This design comes from an exercise in tuning for small area and few clock cycles on the open sky130 flow, not from production work.
Power is estimated from default activity; no workload was simulated.

## try-xenon
==> flow/design.v <==
module ft_core #(
    parameter RX_CAP      = 64,    
    parameter TX_CAP      = 40,    
    parameter PID_CONTROL = 8'h00,
    parameter PID_DATA    = 8'h01
) (
    input  wire        clk,
    input  wire        rst,           
    input  wire [31:0] now_us,        
    input  wire        lrx_valid,
    input  wire [7:0]  lrx_data,
    output wire        lrx_ready,
    input  wire [7:0]  host_max,
    output wire        hrx_valid,
    output wire [7:0]  hrx_data,
    output wire        hrx_last,
    output wire        hrx_empty,
    output wire [31:0] hrx_ts,
    input  wire        hrx_ready,
    input  wire        hwr_valid,
    input  wire [7:0]  hwr_data,
    input  wire        hwr_last,
    input  wire        hwr_empty,
    output wire        hwr_ready,
    output wire        wr_done,
    output wire [1:0]  wr_status,
    output wire        ltx_valid,
    output wire [7:0]  ltx_data,
    input  wire        ltx_ready
);
    localparam [7:0] FLAG    = 8'h7E;
    localparam [7:0] ESC     = 8'h7D;
    localparam [7:0] ESC_XOR = 8'h20;
    localparam BSQ_MIN_INTERVAL_US = 10000;
    localparam TX_PAY = TX_CAP - 3;              
    localparam [1:0] ST_SEND = 2'd0, ST_BSQ = 2'd1, ST_HOLD = 2'd2, ST_BADPARAM = 2'd3;
    reg [5:0]  cap;
    reg        bsq_valid;
    reg [31:0] bsq_time;
    localparam [1:0] RX_OUTSIDE = 2'd0, RX_INSIDE = 2'd1, RX_ESCAPED = 2'd2;
    reg [1:0]  rx_state;
    reg [6:0]  rx_len;         
    reg        k_data;         
    reg        k_ctl;          
    reg [31:0] rx_ts;          
    reg [7:0]  rx_mem [0:63];  
    reg [6:0]  fb;             
    reg        q_v, q_empty;
    reg [31:0] q_ts;
    reg        dv, dv_empty;
    reg [5:0]  dv_end;
    reg [31:0] dv_ts;
    reg [6:0]  rd;             
    wire is_flag  = (lrx_data == FLAG);
    wire is_esc   = (lrx_data == ESC);
    wire app      = (rx_state == RX_ESCAPED) ||
                    (rx_state == RX_INSIDE && !is_flag && !is_esc);
    wire [7:0] app_byte = (rx_state == RX_ESCAPED) ? (lrx_data ^ ESC_XOR) : lrx_data;
    wire close    = (rx_state == RX_INSIDE) && is_flag && (rx_len != 0);
    wire fits     = (rx_len <= RX_CAP) && ({1'b0, rx_len} <= host_max);
    wire deliver  = close && fits && k_data;
    wire bsn      = close && fits && k_ctl && (rx_len == 3);
    wire store    = app && k_data && (rx_len != 0) && (rx_len < RX_CAP);
    wire [6:0] wa = fb + rx_len;
    wire dv_fin   = hrx_ready && hrx_last;
    wire q_move   = q_v && (!dv || dv_fin);
    wire full     = (wa[5:0] == rd[5:0]) && (wa[6] != rd[6]);
    assign lrx_ready = !((deliver && q_v && !q_move) || (store && full));
    wire rx_take = lrx_valid && lrx_ready && !rst;
    always @(posedge clk) begin
        if (rst) begin
            rx_state <= RX_OUTSIDE;
            rx_len   <= 0;
        end else if (rx_take) begin
            case (rx_state)
                RX_OUTSIDE: begin
                    if (is_flag) rx_state <= RX_INSIDE;
                end
                RX_INSIDE: begin
                    if (is_esc) begin
                        rx_state <= RX_ESCAPED;
                    end else if (is_flag) begin
                        if (rx_len != 0) begin
                            rx_state <= RX_OUTSIDE;
                            rx_len   <= 0;
                        end
                    end else if (rx_len != RX_CAP + 1) begin
                        rx_len <= rx_len + 1'b1;
                    end
                end
                default: begin
                    rx_state <= RX_INSIDE;
                    if (rx_len != RX_CAP + 1)
                        rx_len <= rx_len + 1'b1;
                end
            endcase
        end
    end
    always @(posedge clk) begin
        if (rx_take) begin
            if (is_flag && (rx_state == RX_OUTSIDE || (rx_state == RX_INSIDE && rx_len == 0)))
                rx_ts <= now_us;
            else if (app && rx_len != 0 && !k_data)
                rx_ts[15:0] <= {rx_ts[7:0], app_byte};
            if (app && rx_len == 0) begin
                k_data <= (app_byte == PID_DATA);
                k_ctl  <= (app_byte == PID_CONTROL);
            end
            if (store)
                rx_mem[wa[5:0]] <= app_byte;
        end
    end
    always @(posedge clk) begin
        if (rst) begin
            q_v <= 1'b0;
            dv  <= 1'b0;
            rd  <= 7'd0;
            fb  <= 7'h7F;
        end else begin
            if (dv && hrx_ready) begin
                if (!dv_empty) rd <= rd + 1'b1;
                if (hrx_last)  dv <= 1'b0;
            end
            if (q_move) begin
                dv       <= 1'b1;
                dv_empty <= q_empty;
                dv_ts    <= q_ts;
                dv_end   <= fb[5:0];
                q_v      <= 1'b0;
            end
            if (rx_take && deliver) begin
                q_v     <= 1'b1;
                q_empty <= (rx_len == 1);
                q_ts    <= rx_ts;
                fb      <= fb + rx_len - 1'b1;
            end
        end
    end
    assign hrx_valid = dv;
    assign hrx_data  = rx_mem[rd[5:0]];
    assign hrx_empty = dv_empty;
    assign hrx_last  = dv_empty || (rd[5:0] == dv_end);
    assign hrx_ts    = dv_ts;
    reg [7:0] tx_mem [0:TX_PAY-1];
    reg [5:0] wp, rp, base;      
    reg       wpp, rpp, basep;   
    reg [5:0] enc_len;           
    reg       ld_done;           
    reg       sa;                
    reg [1:0] sph;               
    reg       spid;              
    reg       sesc;              
    wire tx_full   = (wp == rp) && (wpp != rpp);
    assign hwr_ready = !ld_done && !(tx_full && enc_len < TX_CAP);
    wire wr_take    = hwr_valid && hwr_ready && !rst;
    wire wr_special = (hwr_data == FLAG) || (hwr_data == ESC);
    wire [7:0] tb_byte = tx_mem[rp];
    wire       tb_spec = (tb_byte == FLAG) || (tb_byte == ESC);
    wire       s_fin   = ltx_ready && (sph == 2'd3);
    wire [31:0] elapsed  = now_us - bsq_time;
    wire        too_big  = enc_len > TX_CAP;
    wire        can_send = cap >= enc_len;
    wire        bsq_due  = !bsq_valid || elapsed >= BSQ_MIN_INTERVAL_US;
    assign wr_done   = ld_done && (!sa || s_fin);
    assign wr_status = too_big  ? ST_BADPARAM :
                       can_send ? ST_SEND :
                       bsq_due  ? ST_BSQ : ST_HOLD;
    wire [5:0] wp_inc = (wp == TX_PAY - 1) ? 6'd0 : wp + 1'b1;
    wire [5:0] rp_inc = (rp == TX_PAY - 1) ? 6'd0 : rp + 1'b1;
    always @(posedge clk) begin
        if (wr_take && !hwr_empty && enc_len < TX_CAP)
            tx_mem[wp] <= hwr_data;
    end
    always @(posedge clk) begin
        if (rst) begin
            wp <= 0; wpp <= 1'b0;
            rp <= 0; rpp <= 1'b0;
            base <= 0; basep <= 1'b0;
            enc_len <= 3;
            ld_done <= 1'b0;
            sa <= 1'b0;
            sph <= 0;
            sesc <= 1'b0;
        end else begin
            if (wr_take) begin
                if (!hwr_empty) begin
                    if (enc_len < TX_CAP) begin
                        wp <= wp_inc;
                        if (wp == TX_PAY - 1) wpp <= !wpp;
                    end
                    if (enc_len <= TX_CAP)
                        enc_len <= enc_len + (wr_special ? 6'd2 : 6'd1);
                end
                if (hwr_last)
                    ld_done <= 1'b1;
            end
            if (sa && ltx_ready) begin
                case (sph)
                    2'd0: sph <= 2'd1;
                    2'd1: sph <= (rp == base && rpp == basep) ? 2'd3 : 2'd2;
                    2'd2: begin
                        if (!sesc && tb_spec) begin
                            sesc <= 1'b1;
                        end else begin
                            sesc <= 1'b0;
                            rp   <= rp_inc;
                            if (rp == TX_PAY - 1) rpp <= !rpp;
                            if (rp_inc == base) sph <= 2'd3;
                        end
                    end
                    default: sa <= 1'b0;
                endcase
            end
            if (wr_done) begin
                ld_done <= 1'b0;
                enc_len <= 3;
                case (wr_status)
                    ST_SEND: begin
                        sa <= 1'b1; sph <= 2'd0; spid <= 1'b1;
                        base <= wp; basep <= wpp;
                    end
                    ST_BSQ: begin
                        sa <= 1'b1; sph <= 2'd0; spid <= 1'b0;
                        wp <= base; wpp <= basep;
                    end
                    default: begin
                        wp <= base; wpp <= basep;
                    end
                endcase
            end
        end
    end
    assign ltx_valid = sa;
    assign ltx_data  = (sph == 2'd1) ? {7'd0, spid} :
                       (sph == 2'd2) ? (sesc ? (tb_byte ^ ESC_XOR) : tb_spec ? ESC : tb_byte) :
                       FLAG;
    always @(posedge clk) begin
        if (rst) begin
            cap       <= 6'd0;
            bsq_valid <= 1'b0;
        end else begin
            if (wr_done && wr_status == ST_SEND)
                cap <= 6'd0;
            if (wr_done && wr_status == ST_BSQ) begin
                bsq_valid <= 1'b1;
                bsq_time  <= now_us;
            end
            if (rx_take && bsn)
                cap <= (rx_ts[7:0] != 0 || rx_ts[15:14] != 0) ? 6'd63 : rx_ts[13:8];
        end
    end
endmodule
clock: 10.0 ns
lec_check: 0
cap_margin: 20
core_margin: 2
core_utilization: 40
cts_buf_list: sky130_fd_sc_hd__clkbuf_16
cts_cluster_diameter: 80
cts_cluster_size: 30
slew_margin: 20
run.sh (not shown) runs the stock make flow with config.mk's settings and CLKGATE_MAP_FILE= SYNTH_SCRIPT=/design/flow/synth_recipe.tcl, a recipe that flattens the netlist after the stock synthesis.
try-xenon finished all stages; the layout is clean.
### try-xenon -> try-onyx
-- flow/design.v --
<<< try-xenon, line 158
    wire       tb_spec = (tb_byte == FLAG) || (tb_byte == ESC);
    wire       s_fin   = ltx_ready && (sph == 2'd3);
    wire [31:0] elapsed  = now_us - bsq_time;
    wire        too_big  = enc_len > TX_CAP;
    wire        can_send = cap >= enc_len;
    wire        bsq_due  = !bsq_valid || elapsed >= BSQ_MIN_INTERVAL_US;
    assign wr_done   = ld_done && (!sa || s_fin);
    assign wr_status = too_big  ? ST_BADPARAM :
>>> try-onyx, line 158
    wire       tb_spec = (tb_byte == FLAG) || (tb_byte == ESC);
    wire       s_fin   = ltx_ready && (sph == 2'd3);
    wire [32:0] bw;
    wire [31:0] el;
    localparam  EL_LO = 18;    
    reg         el_b_r;        
    reg         el_lo_ge_r;    
    assign bw[0] = 1'b0;
    genvar gi;
    generate for (gi = 0; gi < 32; gi = gi + 1) begin : g_sub
        wire bin = (gi == EL_LO) ? el_b_r : bw[gi];
        assign el[gi]    = now_us[gi] ^ bsq_time[gi] ^ bin;
        assign bw[gi+1]  = (~now_us[gi] & bsq_time[gi]) | (~(now_us[gi] ^ bsq_time[gi]) & bin);
    end endgenerate
    always @(posedge clk) begin
        el_b_r     <= bw[EL_LO];
        el_lo_ge_r <= el[EL_LO-1:0] >= BSQ_MIN_INTERVAL_US;
    end
    wire        too_big  = enc_len > TX_CAP;
    wire        can_send = cap >= enc_len;
    wire        bsq_due  = !bsq_valid || el[31:EL_LO] != 0 || el_lo_ge_r;
    assign wr_done   = ld_done && (!sa || s_fin);
    assign wr_status = too_big  ? ST_BADPARAM :
Notes after the runs:
Looking only at net count after synthesis, and setting everything else aside, the lower value of try-onyx and try-xenon goes to try-onyx. End point of the critical path: wr_status[0] -> try-xenon, wr_status[1] -> try-onyx. Comparing try-onyx and try-xenon, the higher final layout net count was measured on try-xenon. [diff] worst setup slack, try-onyx relative to try-xenon: regression. Compared try-onyx vs try-xenon, and final critical delay including setup and external delays is up in try-onyx. Cmp try-onyx and try-xenon / clock latency of the later-clocked register in the worst-skew pair / higher: try-xenon. The run showing the smaller synthesized-area fraction occupied by xor and xnor cells is try-onyx. Summary of the comparison: portion of the clock cycle consumed by the worst path in the final layout is higher in try-onyx, relative to try-xenon. Compare try-onyx and try-xenon | total power draw lower: try-onyx. try-onyx vs. try-xenon: power share of the sequential group picked up an extra 0.8 points, part of the total power dissipated in the clock network picked up an extra 0.4 points.
Function was not checked in any run of this note: the RTL went through the layout flow alone.

## afterwards: timing with drivers on the ports
The results above use ideal ports. As a check the final layouts listed here were re-extracted and re-timed, cells and wires unchanged.
Step 1, drivers: a clkbuf_16 drives clk and a buf_2 each remaining input, both assumed.
Step 2 also shifts input and output timing later by t, the mid clock arrival at the registers, as if the neighbouring blocks saw the same clock.
Slacks: no drivers / after step 1 / after step 2; pairs: no drivers / after step 1.
run	shift t [ns]	slack for setup (ns)	cell pins on the clock port's net
try-xenon	0.709	1.504 / 1.481 / 1.481	1
try-onyx	0.700	0.235 / 0.207 / 0.207	1
After both steps setup and hold are still met in every run listed. The setup slack of try-onyx, which loses most, moves by -0.028 ns with the drivers and by -0.028 ns with both steps.
